Context: an optimization exercise on an open-source flow, tuned for small area, a short achievable clock period and few clock cycles per item. The choices shown serve that exercise and are no tape-out recipe. The RTL was checked by simulation tests, not by an equivalence proof against the original design. Power and IR drop assume default switching activity.

## flow/config.mk

```make
export PLATFORM = sky130hd
export DESIGN_NAME = bccd_core
export DESIGN_NICKNAME = bccd_core
export VERILOG_FILES = /design/flow/design.v
export SDC_FILE = /design/flow/constraint.sdc
export NUM_CORES = 4
export LEC_CHECK = 0
export CAP_MARGIN = 20
export CORE_MARGIN = 2
export CORE_UTILIZATION = 40
export PLACE_DENSITY = 0.6
export SLEW_MARGIN = 20
```

## flow/constraint.sdc

```tcl
create_clock -name core_clock -period 14.0 [get_ports {clk}]
set_input_delay 2.8000 -clock core_clock [delete_from_list [all_inputs] [get_ports {clk}]]
set_output_delay 2.8000 -clock core_clock [all_outputs]
set_load 0.01 [all_outputs]
```

## flow/design.v

```verilog
module bccd_core (
    input  wire         clk,
    input  wire         rst,
    input  wire         start,
    input  wire [1:0]   op,
    input  wire [255:0] pix,         
    input  wire         mode,        
    input  wire         repair_en,
    input  wire         bgen,
    input  wire [3:0]   bgcol,
    input  wire         gtab_en,
    input  wire [12:0]  gtab,        
    input  wire [31:0]  prev,        
    output wire         busy,
    output wire         done,
    output reg          err,
    output wire [255:0] pix_out,
    output reg  [63:0]  rows_packed,
    output reg  [19:0]  slotmap,
    output reg  [15:0]  summary,
    output wire [127:0] hist,
    output reg  [4:0]   d_detect,
    output reg  [4:0]   d_final,
    output reg  [15:0]  kept,
    output reg  [15:0]  excl,
    output reg          clash,
    output reg          was_clashed,
    output reg          repaired,
    output reg          skipped,
    output reg          anomaly,
    output reg          prev_valid
);
    localparam [1:0] OP_NOP = 2'd0, OP_DETECT = 2'd1, OP_REPAIR = 2'd2, OP_PROCESS = 2'd3;
    localparam [3:0] S_IDLE    = 4'd0,
                     S_HIST    = 4'd1,
                     S_EVAL    = 4'd2,
                     S_RANK    = 4'd3,
                     S_KSET    = 4'd4,
                     S_SUBST   = 4'd5,
                     S_REWRITE = 4'd6,
                     S_EVAL2   = 4'd7,
                     S_ASSIGN  = 4'd8,
                     S_ENCODE  = 4'd9,
                     S_DONE    = 4'd10;
    function [63:0] subst_row(input [3:0] c);
        case (c)
            4'd0:  subst_row = 64'h0000000000e5cfd5;
            4'd1:  subst_row = 64'h0000000000000000;
            4'd2:  subst_row = 64'h0000000000005eb3;
            4'd3:  subst_row = 64'h000000001475dae7;
            4'd4:  subst_row = 64'hb53fd0e182796acf;
            4'd5:  subst_row = 64'h00000000000003e2;
            4'd6:  subst_row = 64'h0000005473cbad89;
            4'd7:  subst_row = 64'h0000000000000071;
            4'd8:  subst_row = 64'h0000000000013944;
            4'd9:  subst_row = 64'h000374b12650eafc;
            4'd10: subst_row = 64'h0000000000000000;
            4'd11: subst_row = 64'h00000000070dc536;
            4'd12: subst_row = 64'h0000000ba0d47f98;
            4'd13: subst_row = 64'h00000000000032e3;
            4'd14: subst_row = 64'h000070b9d461a35b;
            default: subst_row = 64'h00000db7e2a9153a;
        endcase
    endfunction
    reg [3:0]   state;
    reg [2:0]   row;
    reg [3:0]   idx;
    reg [1:0]   op_q;
    reg [31:0]  pixbuf [0:7];
    reg         mode_q, repair_en_q, bgen_q, gtab_en_q;
    reg [3:0]   bgcol_q;
    reg [12:0]  gtab_q;
    reg [31:0]  prev_q;
    reg [6:0]   cnt [0:15];      
    reg [15:0]  picked;
    reg [3:0]   rank [0:3];
    reg [3:0]   sub [0:15];
    reg         k0_q;
    reg         rep_q;
    assign busy = (state != S_IDLE) && (state != S_DONE);
    assign done = (state == S_DONE);
    genvar gi;
    generate
        for (gi = 0; gi < 8; gi = gi + 1) begin : g_pix
            assign pix_out[32*gi+31:32*gi] = pixbuf[gi];
        end
        for (gi = 0; gi < 16; gi = gi + 1) begin : g_hist
            assign hist[8*gi+7:8*gi] = {1'b0, cnt[gi]};
        end
    endgenerate
    reg [15:0] present;
    reg [4:0]  ndist;
    integer    i, j, s;
    always @* begin
        ndist = 5'd0;
        for (i = 0; i < 16; i = i + 1) begin
            present[i] = (cnt[i] != 7'd0);
            ndist      = ndist + {4'd0, present[i]};
        end
    end
    wire [4:0] max_slots = mode_q ? 5'd4 : 5'd2;
    wire       is_clash  = (ndist > max_slots) ||
                           (bgen_q && (ndist == max_slots) && !present[bgcol_q]);
    reg [31:0] row_pix;          
    reg [3:0]  row_cnt [0:15];
    always @* begin
        for (i = 0; i < 16; i = i + 1) begin
            row_cnt[i] = 4'd0;
            for (j = 0; j < 8; j = j + 1)
                if ((j < 4 || !mode_q) && row_pix[4*j +: 4] == i[3:0])
                    row_cnt[i] = row_cnt[i] + 4'd1;
        end
    end
    reg [31:0] new_row;
    always @* begin
        new_row = pixbuf[row];
        for (j = 0; j < 8; j = j + 1)
            if ((j < 4 || !mode_q) && excl[pixbuf[row][4*j +: 4]])
                new_row[4*j +: 4] = sub[pixbuf[row][4*j +: 4]];
    end
    always @* begin
        if (state == S_REWRITE)
            row_pix = new_row;
        else
            row_pix = pixbuf[row];
    end
    reg [6:0] lv_cnt [0:30];
    reg [3:0] lv_col [0:30];
    reg [3:0] best_col;
    always @* begin
        for (i = 0; i < 16; i = i + 1) begin
            lv_cnt[i] = picked[i] ? 7'd0 : cnt[i];
            lv_col[i] = i[3:0];
        end
        for (i = 0; i < 15; i = i + 1) begin
            if (lv_cnt[2*i+1] > lv_cnt[2*i]) begin
                lv_cnt[16+i] = lv_cnt[2*i+1];
                lv_col[16+i] = lv_col[2*i+1];
            end else begin
                lv_cnt[16+i] = lv_cnt[2*i];
                lv_col[16+i] = lv_col[2*i];
            end
        end
        best_col = lv_col[30];
    end
    reg [15:0] top_mask;
    reg [15:0] keep_mask;
    always @* begin
        top_mask = 16'd0;
        top_mask[rank[0]] = 1'b1;
        top_mask[rank[1]] = 1'b1;
        if (mode_q) begin
            top_mask[rank[2]] = 1'b1;
            top_mask[rank[3]] = 1'b1;
        end
        if (bgen_q && !top_mask[bgcol_q]) begin
            keep_mask = 16'd0;
            keep_mask[rank[0]] = 1'b1;
            if (mode_q) begin
                keep_mask[rank[1]] = 1'b1;
                keep_mask[rank[2]] = 1'b1;
            end
            keep_mask[bgcol_q] = 1'b1;
        end else begin
            keep_mask = top_mask;
        end
    end
    reg [63:0] srow;
    reg [3:0]  sub_col;
    always @* begin
        srow      = subst_row(idx);
        sub_col = bgen_q ? bgcol_q : rank[0];
        for (i = 14; i >= 0; i = i - 1)
            if (i < srow[3:0] && kept[srow[4*i+4 +: 4]])
                sub_col = srow[4*i+4 +: 4];
    end
    reg [3:0]  a_valid;          
    reg [3:0]  a_col [0:3];      
    reg        a_anom;
    reg [15:0] ncols;            
    reg [15:0] deferred;
    reg        g01_use, g10_use;
    reg [2:0]  nfall;
    reg [1:0]  pslot;
    reg        pfound;
    reg        placed;
    always @* begin
        a_valid = 4'd0;
        for (s = 0; s < 4; s = s + 1)
            a_col[s] = 4'd0;
        a_anom   = 1'b0;
        deferred = 16'd0;
        nfall    = 3'd0;
        g01_use  = 1'b0;
        g10_use  = 1'b0;
        pslot    = 2'd0;
        pfound   = 1'b0;
        placed   = 1'b0;
        ncols = present;
        if (bgen_q) begin
            a_valid[0] = 1'b1;
            a_col[0]   = bgcol_q;
            ncols[bgcol_q] = 1'b0;
        end
        if (mode_q && gtab_en_q) begin
            g01_use = gtab_q[4] && !(bgen_q && gtab_q[3:0] == bgcol_q);
            g10_use = gtab_q[12] && !(bgen_q && gtab_q[11:8] == bgcol_q) &&
                      !(g01_use && gtab_q[11:8] == gtab_q[3:0]);
            for (i = 0; i < 16; i = i + 1) begin
                if (ncols[i]) begin
                    if (g01_use && gtab_q[3:0] == i[3:0]) begin
                        a_valid[1] = 1'b1;
                        a_col[1]   = i[3:0];
                    end else if (g10_use && gtab_q[11:8] == i[3:0]) begin
                        a_valid[2] = 1'b1;
                        a_col[2]   = i[3:0];
                    end else begin
                        deferred[i] = 1'b1;
                        nfall = nfall + 3'd1;
                    end
                end
            end
            for (i = 0; i < 16; i = i + 1) begin
                if (deferred[i]) begin
                    if (!a_valid[3]) begin
                        a_valid[3] = 1'b1;
                        a_col[3]   = i[3:0];
                    end else if (!a_valid[2]) begin
                        a_valid[2] = 1'b1;
                        a_col[2]   = i[3:0];
                    end else if (!a_valid[1]) begin
                        a_valid[1] = 1'b1;
                        a_col[1]   = i[3:0];
                    end
                end
            end
            a_anom = nfall > (3'd3 - {2'd0, g01_use} - {2'd0, g10_use});
        end else begin
            for (i = 0; i < 16; i = i + 1) begin
                if (ncols[i]) begin
                    pfound = 1'b0;
                    pslot  = 2'd0;
                    if (prev_q[24])
                        for (s = 0; s < 4; s = s + 1)
                            if (prev_q[16+s] && prev_q[4*s +: 4] == i[3:0]) begin
                                pfound = 1'b1;
                                pslot  = s[1:0];
                            end
                    if (pfound && !a_valid[pslot]) begin
                        a_valid[pslot] = 1'b1;
                        a_col[pslot]   = i[3:0];
                    end else begin
                        deferred[i] = 1'b1;
                    end
                end
            end
            for (i = 0; i < 16; i = i + 1) begin
                if (deferred[i]) begin
                    placed = 1'b0;
                    for (s = 0; s < 4; s = s + 1)
                        if (!placed && (mode_q ? (s != 0) : (s < 2)) && !a_valid[s]) begin
                            placed     = 1'b1;
                            a_valid[s] = 1'b1;
                            a_col[s]   = i[3:0];
                        end
                end
            end
        end
    end
    function [1:0] slot_of(input [3:0] c, input [19:0] map);
        integer t;
        begin
            slot_of = 2'd0;
            for (t = 0; t < 4; t = t + 1)
                if (map[16+t] && map[4*t +: 4] == c)
                    slot_of = t[1:0];
        end
    endfunction
    reg [7:0] packed_row;
    reg [1:0] ps;
    always @* begin
        packed_row = 8'd0;
        ps         = 2'd0;
        for (j = 0; j < 8; j = j + 1) begin
            ps = slot_of(pixbuf[row][4*j +: 4], slotmap);
            if (mode_q) begin
                if (j < 4)
                    packed_row[6-2*j +: 2] = ps;
            end else begin
                packed_row[7-j] = ps[0];
            end
        end
    end
    always @(posedge clk) begin
        if (rst) begin
            state       <= S_IDLE;
            row         <= 3'd0;
            idx         <= 4'd0;
            op_q        <= OP_NOP;
            err         <= 1'b0;
            rows_packed      <= 64'd0;
            slotmap     <= 20'd0;
            summary     <= 16'd0;
            d_detect    <= 5'd0;
            d_final     <= 5'd0;
            kept        <= 16'd0;
            excl        <= 16'd0;
            clash       <= 1'b0;
            was_clashed <= 1'b0;
            repaired    <= 1'b0;
            skipped     <= 1'b0;
            anomaly     <= 1'b0;
            prev_valid  <= 1'b0;
            k0_q        <= 1'b0;
            rep_q       <= 1'b0;
            picked      <= 16'd0;
            for (i = 0; i < 16; i = i + 1)
                cnt[i] <= 7'd0;
        end else begin
            case (state)
                S_IDLE, S_DONE: begin
                    if (start) begin
                        op_q        <= op;
                        for (i = 0; i < 8; i = i + 1)
                            pixbuf[i] <= pix[32*i +: 32];
                        mode_q      <= mode;
                        repair_en_q <= repair_en;
                        bgen_q      <= bgen;
                        bgcol_q     <= bgcol;
                        gtab_en_q   <= gtab_en;
                        gtab_q      <= gtab;
                        prev_q      <= prev;
                        row         <= 3'd0;
                        err         <= (op == OP_PROCESS) && mode && !bgen;
                        if (op == OP_NOP || ((op == OP_PROCESS) && mode && !bgen)) begin
                            state <= S_DONE;
                        end else begin
                            for (i = 0; i < 16; i = i + 1)
                                cnt[i] <= 7'd0;
                            state <= S_HIST;
                        end
                    end else begin
                        state <= S_IDLE;
                    end
                end
                S_HIST: begin
                    for (i = 0; i < 16; i = i + 1)
                        cnt[i] <= cnt[i] + {3'd0, row_cnt[i]};
                    row <= row + 3'd1;
                    if (row == 3'd7)
                        state <= S_EVAL;
                end
                S_EVAL: begin
                    d_detect <= ndist;
                    k0_q     <= is_clash;
                    rep_q    <= 1'b0;
                    kept     <= 16'd0;
                    excl     <= 16'd0;
                    picked   <= 16'd0;
                    idx      <= 4'd0;
                    case (op_q)
                        OP_DETECT: begin
                            d_final     <= ndist;
                            clash       <= is_clash;
                            was_clashed <= is_clash;
                            repaired    <= 1'b0;
                            skipped     <= 1'b0;
                            anomaly     <= 1'b0;
                            prev_valid  <= 1'b0;
                            state       <= S_DONE;
                        end
                        OP_REPAIR: begin
                            if (is_clash) begin
                                state <= S_RANK;
                            end else begin
                                d_final     <= ndist;
                                clash       <= 1'b0;
                                was_clashed <= 1'b0;
                                repaired    <= 1'b0;
                                skipped     <= 1'b0;
                                anomaly     <= 1'b0;
                                prev_valid  <= 1'b0;
                                state       <= S_DONE;
                            end
                        end
                        default: begin  
                            if (is_clash && repair_en_q)
                                state <= S_RANK;
                            else
                                state <= S_ASSIGN;
                        end
                    endcase
                end
                S_RANK: begin
                    rank[idx[1:0]] <= best_col;
                    picked[best_col] <= 1'b1;
                    idx <= idx + 4'd1;
                    if (idx[1:0] == (mode_q ? 2'd3 : 2'd1))
                        state <= S_KSET;
                end
                S_KSET: begin
                    kept  <= keep_mask;
                    excl  <= present & ~keep_mask;
                    idx   <= 4'd0;
                    state <= S_SUBST;
                end
                S_SUBST: begin
                    sub[idx] <= sub_col;
                    idx <= idx + 4'd1;
                    if (idx == 4'd15) begin
                        for (i = 0; i < 16; i = i + 1)
                            cnt[i] <= 7'd0;
                        row   <= 3'd0;
                        state <= S_REWRITE;
                    end
                end
                S_REWRITE: begin
                    pixbuf[row] <= new_row;
                    for (i = 0; i < 16; i = i + 1)
                        cnt[i] <= cnt[i] + {3'd0, row_cnt[i]};
                    row <= row + 3'd1;
                    if (row == 3'd7)
                        state <= S_EVAL2;
                end
                S_EVAL2: begin
                    d_final <= ndist;
                    rep_q   <= 1'b1;
                    if (op_q == OP_REPAIR) begin
                        clash       <= 1'b0;
                        was_clashed <= 1'b1;
                        repaired    <= 1'b1;
                        skipped     <= 1'b0;
                        anomaly     <= 1'b0;
                        prev_valid  <= 1'b0;
                        state       <= S_DONE;
                    end else begin
                        state <= S_ASSIGN;
                    end
                end
                S_ASSIGN: begin
                    if (!rep_q)
                        d_final <= ndist;
                    clash       <= k0_q && !rep_q;
                    was_clashed <= k0_q;
                    repaired    <= rep_q;
                    prev_valid  <= prev_q[24];
                    if ((k0_q && !rep_q) || (prev_q[24] && prev_q[26])) begin
                        skipped <= !(k0_q && !rep_q);
                        anomaly <= 1'b0;
                        slotmap <= 20'd0;
                        summary <= 16'd0;
                    end else begin
                        skipped <= 1'b0;
                        anomaly <= a_anom;
                        slotmap <= {a_valid, a_col[3], a_col[2], a_col[1], a_col[0]};
                        if (mode_q)
                            summary <= {4'd0, a_col[3], a_col[1], a_col[2]};
                        else
                            summary <= {8'd0, a_col[1], a_col[0]};
                    end
                    row   <= 3'd0;
                    state <= S_ENCODE;
                end
                S_ENCODE: begin
                    rows_packed[8*row +: 8] <= packed_row;
                    row <= row + 3'd1;
                    if (row == 3'd7)
                        state <= S_DONE;
                end
                default: state <= S_IDLE;
            endcase
        end
    end
endmodule
```

## flow/run.sh

```bash
#!/bin/bash
# synth_recipe.tcl (not shown) runs the flow's synth.tcl, then flattens the netlist and writes it again
# the make line also repeats each setting of config.mk as NAME=value (left out here)
make -C /OpenROAD-flow-scripts/flow DESIGN_CONFIG=/design/flow/config.mk WORK_HOME=/design/flow/orfs CLKGATE_MAP_FILE= SYNTH_SCRIPT=/design/flow/synth_recipe.tcl finish
```

==> results of run 1 <==
-- synthesized netlist by cell type, types with 30 or more instances --
library cell                 n
sky130_fd_sc_hd__ha_1      351
sky130_fd_sc_hd__a211oi_1  124
sky130_fd_sc_hd__buf_4      51
sky130_fd_sc_hd__or3_1      30
sky130_fd_sc_hd__mux4_2    153
sky130_fd_sc_hd__nand2_1   932
sky130_fd_sc_hd__o211ai_1   67
sky130_fd_sc_hd__o31ai_1    36
sky130_fd_sc_hd__nor2_1    593
sky130_fd_sc_hd__a31oi_1    61
sky130_fd_sc_hd__nand3_1   182
sky130_fd_sc_hd__nor4_1     77
sky130_fd_sc_hd__nand4_1    88
sky130_fd_sc_hd__a22oi_1   133
sky130_fd_sc_hd__a22o_1     31
sky130_fd_sc_hd__nor2b_1   180
sky130_fd_sc_hd__nand2b_1  119
sky130_fd_sc_hd__and2_1     93
sky130_fd_sc_hd__buf_1      43
sky130_fd_sc_hd__a21oi_1   307
sky130_fd_sc_hd__mux2i_1   430
sky130_fd_sc_hd__xnor2_1   275
sky130_fd_sc_hd__o21ai_1    30
sky130_fd_sc_hd__buf_2      68
sky130_fd_sc_hd__o22ai_1    55
sky130_fd_sc_hd__edfxtp_1  376
sky130_fd_sc_hd__clkbuf_1  294
sky130_fd_sc_hd__inv_1     296
sky130_fd_sc_hd__o21ai_0   425
sky130_fd_sc_hd__and3_1     51
sky130_fd_sc_hd__xor2_1    170
sky130_fd_sc_hd__dfxtp_1   331
sky130_fd_sc_hd__nor3_1    139
sky130_fd_sc_hd__a21o_1     67
sky130_fd_sc_hd__mux2_2    157
-- power breakdown --
part / total, mW / leakage (nW) / switching (mW) / internal [mW]
logic: 13.3 / 22.6 / 8.54 / 4.73
clock network: 2.25 / 1.33 / 1.03 / 1.22
registers: 3.07 / 6.13 / 0.364 / 2.70
total: 18.6 / 30.1 / 9.94 / 8.65
-- per-stage QoR --
stage	area [um^2]	power [mW]	setup slack (ns)	hold slack [ns]
2_1_floorplan	64100	11.8	3.64	0.450
3_3_place_gp	74400	15.8	1.97	0.443
3_5_place_dp	74400	16.0	1.86	0.450
4_1_cts	77100	18.3	1.80	0.458
5_1_grt	77300	19.7	0.929	0.484
6_report	77300	18.6	1.72	0.457
-- cells by family (layout without fill, tap and decap cells) --
family	after synthesis	count (layout)	synth area share (%)
and+or+nand+nor	2650	2650	19.9
adders and majority gates	383	383	7.77
muxes	749	749	15.1
buffers and inverters	773	1449	5.08
xor gates and xnor gates	462	462	6.64
AOI/OAI and AO/OA	1674	1674	17.5
other	1	43	0.00586
DFF	707	707	28.0
-- worst register-to-register path, delay by kind of cell (launching register included) --
kind	cells	cell delay, ns
AO/OA/AOI/OAI	16	3.47
adder cells (fa/ha/maj)	17	4.94
buffers and inverters	5	0.74
flip-flops	1	0.34
multiplexers	1	0.28
AND/OR/NAND/NOR	19	2.38
-- registers in the layout, indices dropped and copies added, names as in the netlist, 5 cells and up, named ones only --
signal	count
picked	16
d_detect	5
gtab_q	10
srow	44
prev_q	22
excl	16
cnt	112
rank	16
rows_packed	64
pixbuf	256
sub	64
slotmap	20
d_final	5
summary	8
kept	16
-- cell type report --
cell class | instances | area, um^2 | area share [%]
repair buffers | 985 | 9430 | 12.2
clock inverters | 46 | 417 | 0.539
well taps | 2072 | 2590 | 3.36
diodes | 23 | 57.6 | 0.0745
clock buffers | 115 | 2340 | 3.03
inverters | 303 | 1140 | 1.48
multi-input cells | 5938 | 43300 | 56.1
flip-flops and latches | 707 | 17900 | 23.2
-- routing by layer --
| layer | vias to the layer above | track usage, % | share of wire [%] |
|---|---|---|---|
| met3 | 637 | 9.58 | 11 |
| met5 | - | 0 | 0.025 |
| met4 | 10 | 13.8 | 4.5 |
| met1 | 31500 | 47.8 | 41 |
| li1 | 28400 | - | - |
| met2 | 3573 | 55.9 | 44 |
-- worst min-delay path by stage --
stage	slack, ns	end	start	depth (start not counted)
floorplan	0.45	rep_q	rep_q	2
global placement	0.44	summary[2]	summary[2]	2
detailed placement	0.45	summary[1]	summary[1]	2
CTS	0.46	summary[1]	summary[1]	2
global route	0.48	summary[2]	summary[2]	2
finish	0.46	summary[2]	summary[2]	2
==> run_summary.xml, run 1 <==
<?xml version="1.0" encoding="UTF-8"?>
<metrics>
  <group name="finish">
    <metric name="finalNonFillerCells" unit="">10200</metric>
    <metric name="nNetsFinal" unit="">8713</metric>
    <metric name="layout.cells.most_common_list" unit="">922 x sky130_fd_sc_hd__nand2_1, 814 x sky130_fd_sc_hd__clkdlybuf4s50_1, 588 x sky130_fd_sc_hd__nor2_1</metric>
    <metric name="layout-drive-gt1-share" unit="%">9.91</metric>
    <metric name="leading_cell_type_in_the_layout_fill_and_taps_excluded" unit="">sky130_fd_sc_hd__nand2_1</metric>
    <metric name="fillCellCount" unit="">15100</metric>
    <metric name="fin_util" unit="%">48.7</metric>
    <metric name="area.growth.synth_to_final" unit="%">20.7</metric>
  </group>
  <group name="floorplanning">
    <metric name="floorplan.rows" unit="">146</metric>
    <metric name="floorplan.core_area" unit="um^2">159000</metric>
    <metric name="start_util" unit="%">40.4</metric>
    <metric name="io_pins" unit="">849</metric>
    <metric name="die-area" unit="um^2">163000</metric>
    <metric name="die_h" unit="um">404</metric>
    <metric name="die_x_extent" unit="um">404</metric>
  </group>
  <group name="critical_path">
    <metric name="worstSetupPathDepth" unit="">58</metric>
    <metric name="worstPathBufferInverterCount" unit="">5</metric>
    <metric name="critPathTopFamily" unit="">adder cells</metric>
    <metric name="endpoint_kind" unit="">register</metric>
    <metric name="slowest_delay" unit="ns">0.70</metric>
    <metric name="critical_path_peak_fanout" unit="">18</metric>
    <metric name="timing.critical_path.from" unit="">bgcol_q[0]</metric>
    <metric name="crit_top_cell" unit="">sky130_fd_sc_hd__ha_1</metric>
    <metric name="critPathRequiredTime" unit="ns">14.56</metric>
    <metric name="worstReg2RegStart" unit="">bgcol_q[0]</metric>
    <metric name="r2r.worst_path.cells" unit="">58</metric>
    <metric name="setup.worst_path.class" unit="">register to register</metric>
    <metric name="critPathArrivalTime" unit="ns">12.84</metric>
    <metric name="rr_endpoint" unit="">anomaly</metric>
    <metric name="slowest_library_cell_on_the_worst_path" unit="">sky130_fd_sc_hd__a22oi_1</metric>
    <metric name="timing.reg2reg.setup_slack" unit="ns">1.72</metric>
    <metric name="critPathLaunchType" unit="">register</metric>
    <metric name="timing.critical_path.to" unit="">anomaly</metric>
  </group>
  <group name="clock_tree">
    <metric name="clkSlewWorstSetupHoldPaths" unit="ns">0.08</metric>
    <metric name="cts.htree.levels" unit="">3</metric>
    <metric name="cts-hold-fix-buffers" unit="">0</metric>
    <metric name="clock_tree.buffer_depth" unit="">3</metric>
    <metric name="tritoncts" unit="">yes</metric>
    <metric name="root_buffer" unit="">sky130_fd_sc_hd__clkbuf_16</metric>
    <metric name="clock_sink_count" unit="">707</metric>
    <metric name="post_cts.resized_instances" unit="">0</metric>
    <metric name="postCtsSetupRepairBufs" unit="">0</metric>
    <metric name="cts_buffers" unit="">87</metric>
    <metric name="clk_latency" unit="ns">0.75</metric>
  </group>
  <group name="worst_hold_path">
    <metric name="timing.hold.worst.class" unit="">register to register</metric>
  </group>
  <group name="sta">
    <metric name="final-setup-viol-count" unit="">0</metric>
    <metric name="timing_hold_violations_final" unit="">0</metric>
    <metric name="worst-slew-pin-transition" unit="ns">1.25</metric>
    <metric name="layout_worst_path_cycle_share" unit="%">87.7</metric>
    <metric name="fmaxAchievable" unit="GHz">0.0814</metric>
    <metric name="finalMaxSlewViolations" unit="">0</metric>
    <metric name="finalCriticalPeriod" unit="ns">12.28</metric>
    <metric name="worst_clock_skew" unit="ns">0.0702</metric>
    <metric name="max-slew-margin-rel" unit="%">16.8</metric>
    <metric name="tns" unit="ns">0</metric>
    <metric name="rsz0062_at_grt" unit="">no</metric>
  </group>
  <group name="routing">
    <metric name="detail_route.wirelength" unit="um">306000</metric>
    <metric name="drt_first_pass_iters" unit="">8</metric>
    <metric name="drc" unit="">0</metric>
    <metric name="route.vias.total" unit="">64200</metric>
    <metric name="final_antenna_net_count" unit="">0</metric>
    <metric name="initialDrtViolationCount" unit="">7578</metric>
    <metric name="avgRoutedWirePerCell" unit="um">30.0</metric>
    <metric name="avgViaCountPerCell" unit="">6.30</metric>
  </group>
  <group name="yosys">
    <metric name="ys_seq_area_share" unit="%">28.0</metric>
    <metric name="synth.ff_latch_count" unit="">707</metric>
    <metric name="ys_dominant_reg_cell" unit="">sky130_fd_sc_hd__edfxtp_1</metric>
    <metric name="ys_top_cells_by_area" unit="">sky130_fd_sc_hd__edfxtp_1 18%, sky130_fd_sc_hd__dfxtp_1 10%, sky130_fd_sc_hd__ha_1 6.9%, sky130_fd_sc_hd__mux2i_1 6.7%, sky130_fd_sc_hd__nand2_1 5.5%</metric>
    <metric name="synth_area_leader_cell" unit="">sky130_fd_sc_hd__edfxtp_1</metric>
    <metric name="yosys.cell_types.count" unit="">131</metric>
    <metric name="synthArstFlopShare" unit="%">0</metric>
    <metric name="syn_area_per_cell" unit="um^2">8.65</metric>
    <metric name="synth-edff-count" unit="">376</metric>
    <metric name="synth_top_area_share" unit="%">17.6</metric>
    <metric name="mappedNetlistArea" unit="um^2">64000</metric>
    <metric name="yosys_warnings" unit="">6</metric>
    <metric name="postSynthCellCount" unit="">7399</metric>
  </group>
  <group name="power_and_ir_drop">
    <metric name="ir_drop" unit="V">0.00102</metric>
    <metric name="p_leak" unit="nW">30.1</metric>
    <metric name="power_density" unit="nW/um^2">241</metric>
  </group>
  <group name="placement">
    <metric name="routabilityCongestion" unit="">1.06</metric>
    <metric name="port-buffer-count" unit="">815</metric>
    <metric name="half_perimeter_wire_length_after_detailed_placement" unit="um">239000</metric>
    <metric name="dp_cells" unit="">10000</metric>
  </group>
  <group name="global_routing">
    <metric name="grt_antenna_before_repair" unit="">40</metric>
    <metric name="grt.overflow.total" unit="">0</metric>
    <metric name="grt_max_degree" unit="">89</metric>
    <metric name="grt_pass1_wl" unit="um">431000</metric>
    <metric name="grt_usage" unit="%">36.0</metric>
    <metric name="grt_pass1_vias" unit="">59900</metric>
  </group>
  <group name="job">
    <metric name="timing.max_cap.violations" unit="">0</metric>
  </group>
  <group name="status">
    <metric name="run_status" unit="">complete, no violations</metric>
  </group>
</metrics>
Testbench counts, summed over its fixed seeds: cycles 47,787, items 1,920.
==> run 2, diff against run 1 <==
--- a/flow/design.v
+++ b/flow/design.v
@@ -166,13 +166,15 @@
         end
     end
     reg [63:0] srow;
-    reg [3:0]  sub_col;
+    reg [3:0]  sub_all [0:15];
     always @* begin
-        srow      = subst_row(idx);
-        sub_col = bgen_q ? bgcol_q : rank[0];
-        for (i = 14; i >= 0; i = i - 1)
-            if (i < srow[3:0] && kept[srow[4*i+4 +: 4]])
-                sub_col = srow[4*i+4 +: 4];
+        for (j = 0; j < 16; j = j + 1) begin
+            srow       = subst_row(j[3:0]);
+            sub_all[j] = bgen_q ? bgcol_q : rank[0];
+            for (i = 14; i >= 0; i = i - 1)
+                if (i < srow[3:0] && kept[srow[4*i+4 +: 4]])
+                    sub_all[j] = srow[4*i+4 +: 4];
+        end
     end
     reg [3:0]  a_valid;          
     reg [3:0]  a_col [0:3];      
@@ -405,14 +407,12 @@
                     state <= S_SUBST;
                 end
                 S_SUBST: begin
-                    sub[idx] <= sub_col;
-                    idx <= idx + 4'd1;
-                    if (idx == 4'd15) begin
-                        for (i = 0; i < 16; i = i + 1)
-                            cnt[i] <= 7'd0;
-                        row   <= 3'd0;
-                        state <= S_REWRITE;
+                    for (i = 0; i < 16; i = i + 1) begin
+                        sub[i] <= sub_all[i];
+                        cnt[i] <= 7'd0;
                     end
+                    row   <= 3'd0;
+                    state <= S_REWRITE;
                 end
                 S_REWRITE: begin
                     pixbuf[row] <= new_row;
==> run_summary.xml, run 2 <==
<?xml version="1.0" encoding="UTF-8"?>
<metrics>
  <group name="status">
    <metric name="run_status" unit="">complete, no violations</metric>
  </group>
  <group name="critical_path">
    <metric name="crit_top_cell" unit="">sky130_fd_sc_hd__ha_1</metric>
    <metric name="critPathArrivalTime" unit="ns">12.98</metric>
    <metric name="critPathRequiredTime" unit="ns">14.59</metric>
    <metric name="slowest_delay" unit="ns">0.60</metric>
    <metric name="critical_path_peak_fanout" unit="">8</metric>
    <metric name="slowest_library_cell_on_the_worst_path" unit="">sky130_fd_sc_hd__or4_1</metric>
    <metric name="endpoint_kind" unit="">register</metric>
    <metric name="setup.worst_path.class" unit="">register to register</metric>
    <metric name="critPathLaunchType" unit="">register</metric>
  </group>
  <group name="finish">
    <metric name="biggestRegsByFlops" unit="">pixbuf x256, cnt x112, rows_packed x64</metric>
    <metric name="top_register" unit="">pixbuf</metric>
    <metric name="layout-drive-gt1-share" unit="%">8.75</metric>
    <metric name="fillCellCount" unit="">14700</metric>
    <metric name="layout.cells.most_common_list" unit="">887 x sky130_fd_sc_hd__nand2_1, 814 x sky130_fd_sc_hd__clkdlybuf4s50_1, 769 x sky130_fd_sc_hd__nor2_1</metric>
    <metric name="largest_register_ff_count" unit="">256</metric>
    <metric name="nNetsFinal" unit="">8826</metric>
    <metric name="area.growth.synth_to_final" unit="%">21.4</metric>
    <metric name="leading_cell_type_in_the_layout_fill_and_taps_excluded" unit="">sky130_fd_sc_hd__nand2_1</metric>
    <metric name="fin_util" unit="%">48.9</metric>
  </group>
  <group name="clock_tree">
    <metric name="tritoncts" unit="">yes</metric>
    <metric name="cts.htree.levels" unit="">3</metric>
    <metric name="clock_sink_count" unit="">657</metric>
    <metric name="cts_buffers" unit="">80</metric>
    <metric name="post_cts.resized_instances" unit="">0</metric>
    <metric name="cts-hold-fix-buffers" unit="">0</metric>
    <metric name="clk_latency" unit="ns">0.74</metric>
    <metric name="postCtsSetupRepairBufs" unit="">0</metric>
    <metric name="root_buffer" unit="">sky130_fd_sc_hd__clkbuf_16</metric>
    <metric name="clkSlewWorstSetupHoldPaths" unit="ns">0.06</metric>
    <metric name="clock_tree.buffer_depth" unit="">3</metric>
  </group>
  <group name="yosys">
    <metric name="syn_area_per_cell" unit="um^2">8.12</metric>
    <metric name="ys_dominant_reg_cell" unit="">sky130_fd_sc_hd__edfxtp_1</metric>
    <metric name="ys_top_cells_by_area" unit="">sky130_fd_sc_hd__edfxtp_1 18%, sky130_fd_sc_hd__dfxtp_1 9.3%, sky130_fd_sc_hd__ha_1 7.0%, sky130_fd_sc_hd__nand2_1 5.5%, sky130_fd_sc_hd__nor2_1 4.7%</metric>
    <metric name="yosys-top-cells-count" unit="">897 x sky130_fd_sc_hd__nand2_1, 772 x sky130_fd_sc_hd__nor2_1, 496 x sky130_fd_sc_hd__o21ai_0, 377 x sky130_fd_sc_hd__a21oi_1, 372 x sky130_fd_sc_hd__edfxtp_1</metric>
    <metric name="ys_seq_area_share" unit="%">27.6</metric>
    <metric name="synthArstFlopShare" unit="%">0</metric>
    <metric name="yosys_warnings" unit="">8</metric>
    <metric name="synth.ff_latch_count" unit="">657</metric>
    <metric name="post_synth_fa_ha_maj_area_fraction" unit="%">8.00</metric>
    <metric name="yosys.area_share.simple" unit="%">21.5</metric>
    <metric name="synth_area_leader_cell" unit="">sky130_fd_sc_hd__edfxtp_1</metric>
    <metric name="yosys.cell_types.count" unit="">126</metric>
    <metric name="mappedNetlistArea" unit="um^2">61200</metric>
    <metric name="synth_top_area_share" unit="%">18.2</metric>
    <metric name="synth_compound_area_share" unit="%">21.0</metric>
    <metric name="combinational_family_with_the_most_area_after_synthesis" unit="">simple AND/OR/NAND/NOR gates</metric>
    <metric name="synth.area.mux_share" unit="%">9.82</metric>
    <metric name="synth-edff-count" unit="">372</metric>
    <metric name="postSynthCellCount" unit="">7539</metric>
    <metric name="synth_most_common_cell" unit="">sky130_fd_sc_hd__nand2_1</metric>
    <metric name="yosys.area_share.xor_xnor" unit="%">6.67</metric>
  </group>
  <group name="global_routing">
    <metric name="grt_pass1_vias" unit="">60400</metric>
    <metric name="grt_pass1_wl" unit="um">439000</metric>
    <metric name="grt_max_degree" unit="">97</metric>
    <metric name="grt_usage" unit="%">38.1</metric>
    <metric name="grt_antenna_before_repair" unit="">26</metric>
    <metric name="grt.overflow.total" unit="">0</metric>
  </group>
  <group name="worst_hold_path">
    <metric name="timing.hold.worst.class" unit="">register to register</metric>
  </group>
  <group name="power_and_ir_drop">
    <metric name="power_density" unit="nW/um^2">255</metric>
    <metric name="clkPwrFrac" unit="%">11.2</metric>
    <metric name="intPower" unit="mW">8.59</metric>
    <metric name="design_power_total" unit="mW">19.0</metric>
    <metric name="switching_power" unit="mW">10.4</metric>
    <metric name="power_switching_share" unit="%">54.7</metric>
    <metric name="seq_power_share" unit="%">15.3</metric>
    <metric name="p_leak" unit="nW">28.5</metric>
    <metric name="p_comb_share" unit="%">73.5</metric>
    <metric name="ir_drop" unit="V">0.000649</metric>
  </group>
  <group name="sta">
    <metric name="worst-slew-pin-transition" unit="ns">1.19</metric>
    <metric name="final-setup-viol-count" unit="">0</metric>
    <metric name="finalCriticalPeriod" unit="ns">12.39</metric>
    <metric name="finalMaxSlewViolations" unit="">0</metric>
    <metric name="fmaxAchievable" unit="GHz">0.0807</metric>
    <metric name="layout_worst_path_cycle_share" unit="%">88.5</metric>
    <metric name="tns" unit="ns">0</metric>
    <metric name="max-slew-margin-rel" unit="%">19.3</metric>
    <metric name="worst_clock_skew" unit="ns">0.0430</metric>
    <metric name="rsz0062_at_grt" unit="">no</metric>
    <metric name="timing_hold_violations_final" unit="">0</metric>
    <metric name="final_setup_slack_of_the_worst_path" unit="ns">1.61</metric>
  </group>
  <group name="floorplanning">
    <metric name="die-area" unit="um^2">156000</metric>
    <metric name="floorplan.rows" unit="">143</metric>
    <metric name="io_pins" unit="">849</metric>
    <metric name="die_x_extent" unit="um">395</metric>
    <metric name="start_util" unit="%">40.3</metric>
    <metric name="floorplan.core_area" unit="um^2">152000</metric>
    <metric name="die_h" unit="um">395</metric>
  </group>
  <group name="placement">
    <metric name="routabilityCongestion" unit="">1.05</metric>
    <metric name="port-buffer-count" unit="">815</metric>
    <metric name="half_perimeter_wire_length_after_detailed_placement" unit="um">237000</metric>
    <metric name="dpl_worst_slack" unit="ns">1.70</metric>
  </group>
  <group name="routing">
    <metric name="drt_first_pass_iters" unit="">9</metric>
    <metric name="drc" unit="">0</metric>
    <metric name="avgRoutedWirePerCell" unit="um">30.3</metric>
    <metric name="detail_route.wirelength" unit="um">311000</metric>
    <metric name="initialDrtViolationCount" unit="">7926</metric>
    <metric name="route.vias.total" unit="">65400</metric>
    <metric name="final_antenna_net_count" unit="">0</metric>
    <metric name="avgViaCountPerCell" unit="">6.37</metric>
  </group>
  <group name="job">
    <metric name="timing.max_cap.violations" unit="">0</metric>
  </group>
</metrics>
run 2: cells by family (layout without fill, tap and decap cells):
group | count (synthesis) | after routing
AND/OR/NAND/NOR | 2795 | 2795
AO/OA/AOI/OAI | 1951 | 1951
XOR/XNOR | 455 | 455
multiplexers | 482 | 482
other | 1 | 37
adder cells (fa/ha/maj) | 378 | 378
buffers and inverters | 820 | 1470
flip-flops | 657 | 657
run 2: final timing paths:
check | from | to | slack, ns | depth (start not counted)
hold / removal | slotmap[0] | slotmap[0] | 0.46 | 2
hold reg to reg | slotmap[0] | slotmap[0] | 0.46 | 2
setup / recovery | bgcol_q[1] | anomaly | 1.61 | 53
setup reg to reg | bgcol_q[1] | anomaly | 1.61 | 53
run 2: cell type report:
cell class                      count  area (um^2)  area share, %
Antenna cell                       17         42.5         0.0572
Timing Repair Buffer              999         9580           12.9
Sequential cell                   657        16900           22.7
Clock buffer                      102         2180           2.93
Clock inverter                     44          432          0.581
Tap cell                         2030         2540           3.42
Inverter                          325         1220           1.64
Multi-Input combinational cell   6081        41400           55.8
run 2: layer usage:
layer | part of all wire [%] | vias up | track usage (%) | routed length [um]
met5 | 0.045 | - | 0.369 | 139
met4 | 5.6 | 8 | 18.9 | 17600
met3 | 11 | 799 | 9.28 | 33200
met1 | 41 | 31800 | 50.6 | 126000
li1 | - | 28800 | - | -
met2 | 43 | 3879 | 57.5 | 134000
run 2: critical path: cells and delay by family, from the launching register on:
kind / cells / cell delay [ns]
buffers and inverters: 4 / 0.53
muxes: 7 / 1.88
adders and majority gates: 17 / 5.01
DFF: 1 / 0.41
and+or+nand+nor: 13 / 2.80
AOI/OAI and AO/OA: 12 / 1.61
run 2: power groups by stage:
stage	clock, mW	combinational (mW)	sequential [mW]
after floorplan	0	10.2	2.90
after global placement	0	14.3	2.97
after detailed placement	0	14.4	2.97
after CTS	2.15	14.4	2.92
after global routing	2.21	14.9	2.89
final	2.13	13.9	2.90
run 2: metrics by stage:
stage	cell area [um^2]	hold WS (ns)	instances
global placement	71600	0.443	10100
finish	74300	0.460	10300
global route	74300	0.489	10300
CTS	74300	0.459	10200
detailed placement	71600	0.453	10100
floorplan	61300	0.453	7558
Testbench counts of run 2, summed over its fixed seeds: cycles 38,772, items 1,920.
==> run 3, diff against run 2 <==
--- a/flow/design.v
+++ b/flow/design.v
@@ -278,20 +278,22 @@
                     slot_of = t[1:0];
         end
     endfunction
-    reg [7:0] packed_row;
-    reg [1:0] ps;
+    reg [63:0] packed_all;
+    reg [1:0]  ps;
+    integer    r;
     always @* begin
-        packed_row = 8'd0;
+        packed_all = 64'd0;
         ps         = 2'd0;
-        for (j = 0; j < 8; j = j + 1) begin
-            ps = slot_of(pixbuf[row][4*j +: 4], slotmap);
-            if (mode_q) begin
-                if (j < 4)
-                    packed_row[6-2*j +: 2] = ps;
-            end else begin
-                packed_row[7-j] = ps[0];
+        for (r = 0; r < 8; r = r + 1)
+            for (j = 0; j < 8; j = j + 1) begin
+                ps = slot_of(pixbuf[r][4*j +: 4], slotmap);
+                if (mode_q) begin
+                    if (j < 4)
+                        packed_all[8*r + 6 - 2*j +: 2] = ps;
+                end else begin
+                    packed_all[8*r + 7 - j] = ps[0];
+                end
             end
-        end
     end
     always @(posedge clk) begin
         if (rst) begin
@@ -462,10 +464,8 @@
                     state <= S_ENCODE;
                 end
                 S_ENCODE: begin
-                    rows_packed[8*row +: 8] <= packed_row;
-                    row <= row + 3'd1;
-                    if (row == 3'd7)
-                        state <= S_DONE;
+                    rows_packed <= packed_all;
+                    state       <= S_DONE;
                 end
                 default: state <= S_IDLE;
             endcase
==> run_summary.xml, run 3 <==
<?xml version="1.0" encoding="UTF-8"?>
<metrics>
  <group name="global_routing">
    <metric name="grt_antenna_before_repair" unit="">14</metric>
    <metric name="grt_max_degree" unit="">70</metric>
    <metric name="grt_usage" unit="%">40.0</metric>
    <metric name="grt_pass1_wl" unit="um">527000</metric>
    <metric name="grt.overflow.total" unit="">0</metric>
    <metric name="grt_pass1_vias" unit="">70500</metric>
  </group>
  <group name="placement">
    <metric name="dpl_worst_slack" unit="ns">2.16</metric>
    <metric name="half_perimeter_wire_length_after_detailed_placement" unit="um">286000</metric>
    <metric name="port-buffer-count" unit="">815</metric>
    <metric name="routabilityCongestion" unit="">1.03</metric>
  </group>
  <group name="yosys">
    <metric name="synth_most_common_cell" unit="">sky130_fd_sc_hd__nand2_1</metric>
    <metric name="ys_dominant_reg_cell" unit="">sky130_fd_sc_hd__edfxtp_1</metric>
    <metric name="synthArstFlopShare" unit="%">0</metric>
    <metric name="synth_area_leader_cell" unit="">sky130_fd_sc_hd__edfxtp_1</metric>
    <metric name="synth_top_area_share" unit="%">15.8</metric>
    <metric name="yosys-top-cells-count" unit="">992 x sky130_fd_sc_hd__nand2_1, 757 x sky130_fd_sc_hd__nor2_1, 694 x sky130_fd_sc_hd__xor2_1, 563 x sky130_fd_sc_hd__o21ai_0, 501 x sky130_fd_sc_hd__a21oi_1</metric>
    <metric name="synth.ff_latch_count" unit="">657</metric>
    <metric name="ys_seq_area_share" unit="%">23.9</metric>
    <metric name="syn_area_per_cell" unit="um^2">7.89</metric>
    <metric name="synth-edff-count" unit="">372</metric>
    <metric name="yosys_warnings" unit="">8</metric>
    <metric name="mappedNetlistArea" unit="um^2">70700</metric>
    <metric name="postSynthCellCount" unit="">8959</metric>
    <metric name="ys_top_cells_by_area" unit="">sky130_fd_sc_hd__edfxtp_1 16%, sky130_fd_sc_hd__xor2_1 8.6%, sky130_fd_sc_hd__dfxtp_1 8.1%, sky130_fd_sc_hd__ha_1 6.0%, sky130_fd_sc_hd__nand2_1 5.3%</metric>
    <metric name="yosys.cell_types.count" unit="">137</metric>
  </group>
  <group name="sta">
    <metric name="fmaxAchievable" unit="GHz">0.0835</metric>
    <metric name="layout_worst_path_cycle_share" unit="%">85.6</metric>
    <metric name="rsz0062_at_grt" unit="">no</metric>
    <metric name="final-setup-viol-count" unit="">0</metric>
    <metric name="tns" unit="ns">0</metric>
    <metric name="final.hold.worst_slack" unit="ns">0.451</metric>
    <metric name="worst-slew-pin-transition" unit="ns">1.27</metric>
    <metric name="final_setup_slack_of_the_worst_path" unit="ns">2.02</metric>
    <metric name="max-slew-margin-rel" unit="%">14.7</metric>
    <metric name="timing_hold_violations_final" unit="">0</metric>
    <metric name="finalMaxSlewViolations" unit="">0</metric>
    <metric name="finalCriticalPeriod" unit="ns">11.98</metric>
    <metric name="worst_clock_skew" unit="ns">0.0543</metric>
  </group>
  <group name="finish">
    <metric name="leading_cell_type_in_the_layout_fill_and_taps_excluded" unit="">sky130_fd_sc_hd__nand2_1</metric>
    <metric name="top_register" unit="">pixbuf</metric>
    <metric name="layout-drive-gt1-share" unit="%">7.95</metric>
    <metric name="layout.cells.most_common_list" unit="">981 x sky130_fd_sc_hd__nand2_1, 814 x sky130_fd_sc_hd__clkdlybuf4s50_1, 755 x sky130_fd_sc_hd__nor2_1</metric>
    <metric name="biggestRegsByFlops" unit="">pixbuf x256, cnt x112, rows_packed x64</metric>
    <metric name="nNetsFinal" unit="">10100</metric>
    <metric name="area.growth.synth_to_final" unit="%">18.9</metric>
    <metric name="largest_register_ff_count" unit="">256</metric>
  </group>
  <group name="routing">
    <metric name="initialDrtViolationCount" unit="">9276</metric>
    <metric name="avgRoutedWirePerCell" unit="um">31.8</metric>
    <metric name="drt_first_pass_iters" unit="">9</metric>
    <metric name="final_antenna_net_count" unit="">0</metric>
    <metric name="drc" unit="">0</metric>
    <metric name="avgViaCountPerCell" unit="">6.41</metric>
    <metric name="detail_route.wirelength" unit="um">378000</metric>
    <metric name="route.vias.total" unit="">76100</metric>
  </group>
  <group name="floorplanning">
    <metric name="floorplan.core_area" unit="um^2">176000</metric>
    <metric name="die-area" unit="um^2">180000</metric>
    <metric name="die_x_extent" unit="um">424</metric>
    <metric name="start_util" unit="%">40.2</metric>
    <metric name="floorplan.rows" unit="">154</metric>
    <metric name="die_h" unit="um">424</metric>
    <metric name="io_pins" unit="">849</metric>
  </group>
  <group name="power_and_ir_drop">
    <metric name="p_leak" unit="nW">33.0</metric>
    <metric name="power_density" unit="nW/um^2">225</metric>
    <metric name="design_power_total" unit="mW">18.9</metric>
    <metric name="ir_drop" unit="V">0.000875</metric>
  </group>
  <group name="critical_path">
    <metric name="slowest_library_cell_on_the_worst_path" unit="">sky130_fd_sc_hd__ha_1</metric>
    <metric name="critical_path_peak_fanout" unit="">24</metric>
    <metric name="worstPathBufferInverterCount" unit="">5</metric>
    <metric name="crit_top_cell" unit="">sky130_fd_sc_hd__ha_1</metric>
    <metric name="critPathArrivalTime" unit="ns">12.58</metric>
    <metric name="critPathLaunchType" unit="">register</metric>
    <metric name="critPathRequiredTime" unit="ns">14.61</metric>
    <metric name="slowest_delay" unit="ns">0.78</metric>
    <metric name="critPathTopFamily" unit="">adder cells</metric>
    <metric name="endpoint_kind" unit="">register</metric>
    <metric name="setup.worst_path.class" unit="">register to register</metric>
    <metric name="timing.reg2reg.setup_slack" unit="ns">2.02</metric>
  </group>
  <group name="clock_tree">
    <metric name="cts_buffers" unit="">84</metric>
    <metric name="cts-hold-fix-buffers" unit="">0</metric>
    <metric name="clock_tree.buffer_depth" unit="">3</metric>
    <metric name="clkSlewWorstSetupHoldPaths" unit="ns">0.06</metric>
    <metric name="cts.htree.levels" unit="">3</metric>
    <metric name="root_buffer" unit="">sky130_fd_sc_hd__clkbuf_16</metric>
    <metric name="post_cts.resized_instances" unit="">0</metric>
    <metric name="postCtsSetupRepairBufs" unit="">0</metric>
    <metric name="tritoncts" unit="">yes</metric>
    <metric name="clk_latency" unit="ns">0.78</metric>
    <metric name="clock_sink_count" unit="">657</metric>
  </group>
  <group name="status">
    <metric name="run_status" unit="">complete, no violations</metric>
  </group>
  <group name="job">
    <metric name="timing.max_cap.violations" unit="">0</metric>
  </group>
  <group name="worst_hold_path">
    <metric name="timing.hold.worst.class" unit="">register to register</metric>
  </group>
</metrics>
## run 3: changes by cell type in the layout (fill, tap and decap cells not counted), moves of 24 or more
cell,before,now
sky130_fd_sc_hd__xnor2_1,289,382
sky130_fd_sc_hd__nand2_1,887,981
sky130_fd_sc_hd__a22oi_1,151,75
sky130_fd_sc_hd__xor2_1,157,694
sky130_fd_sc_hd__buf_4,181,230
sky130_fd_sc_hd__nor3_1,184,361
sky130_fd_sc_hd__o21ai_0,494,563
sky130_fd_sc_hd__a31oi_1,106,142
sky130_fd_sc_hd__mux2_2,187,126
sky130_fd_sc_hd__mux2i_1,199,174
sky130_fd_sc_hd__nand3_1,210,366
sky130_fd_sc_hd__o2111ai_1,37,13
sky130_fd_sc_hd__a311oi_1,10,62
sky130_fd_sc_hd__a21oi_1,376,495
## run 3: final timing paths
check,startpoint,to,depth (start not counted)
worst min register to register,rows_packed[20],rows_packed[20],2
worst max-delay path,bgcol_q[1],anomaly,54
worst max register to register,bgcol_q[1],anomaly,54
worst min-delay path,rows_packed[20],rows_packed[20],2
## run 3: worst min-delay path, cell delays in order, from the launching register on
cell and delay, ns:
sky130_fd_sc_hd__dfxtp_1 0.31, sky130_fd_sc_hd__nand2_1 0.05, sky130_fd_sc_hd__a21oi_1 0.05
## run 3: routing by layer
metal / global-route usage, % / share of wire (%) / up-vias
met5: 0 / 0.0072 / -
met4: 24.9 / 7.3 / 4
met3: 8.82 / 10 / 1024
met2: 61.7 / 44 / 4718
met1: 50.7 / 39 / 37000
li1: - / - / 33400
## run 3: logic make-up (layout without fill, tap and decap cells)
group / after synthesis / count (layout) / synth area share [%]
other cells: 1 / 41 / 0.00530
compound gates: 2171 / 2171 / 20.0
buf+inv: 994 / 1535 / 5.77
simple gates: 3254 / 3254 / 21.8
fa+ha+maj: 373 / 373 / 6.84
flops: 657 / 657 / 23.9
mux: 399 / 399 / 7.34
xor+xnor: 1110 / 1110 / 14.4
## run 3: cell type report
class                           instances  area, um^2
Fill cell                           17200       91900
Multi-Input combinational cell       7327       50100
Sequential cell                       657       16900
Timing Repair Buffer                 1046        9900
Tap cell                             2340        2930
Clock buffer                          107        2280
Inverter                              336        1260
Clock inverter                         46         576
Antenna cell                           21        52.6
## run 3: stage by stage
stage,std cells,utilization (%),area [um^2]
finish,11900,47.8,84100
global route,11900,47.8,84000
CTS,11900,47.7,83900
detailed placement,11700,46.1,81100
global placement,11700,46.1,81100
floorplan,8978,-,70800
## run 3: report_power, final
| group | internal, mW | switching (mW) | leakage, nW |
|---|---|---|---|
| Combinational | 4.82 | 8.80 | 25.9 |
| Sequential | 2.48 | 0.516 | 5.73 |
| Clock | 1.32 | 0.991 | 1.38 |
Testbench counts of run 3, summed over its fixed seeds: cycles 29,203, items 1,920.

## re-timing with driven ports
How much do the figures lean on ideal ports? The routed layouts below were timed once more, with nothing changed but the port constraints.
Step 1, drivers: a clkbuf_16 drives clk and a buf_2 each remaining input, both assumed.
Step 2 also shifts input and output timing later by t, the mid clock arrival at the registers, as if the neighbouring blocks saw the same clock.
Three values: ideal ports, drivers, drivers and shift; two values: the first two.
run | t, ns | setup WS [ns] | hold slack, ns | worst setup path after step 2
run 1 | 0.803 | 1.721 / 1.721 / 1.721 | 0.457 / 0.457 / 0.457 | register to register
run 2 | 0.800 | 1.611 / 1.611 / 1.611 | 0.460 / 0.460 / 0.460 | register to register
run 3 | 0.839 | 2.023 / 2.023 / 2.023 | 0.451 / 0.451 / 0.451 | register to register
After both steps every run listed still meets setup and hold.
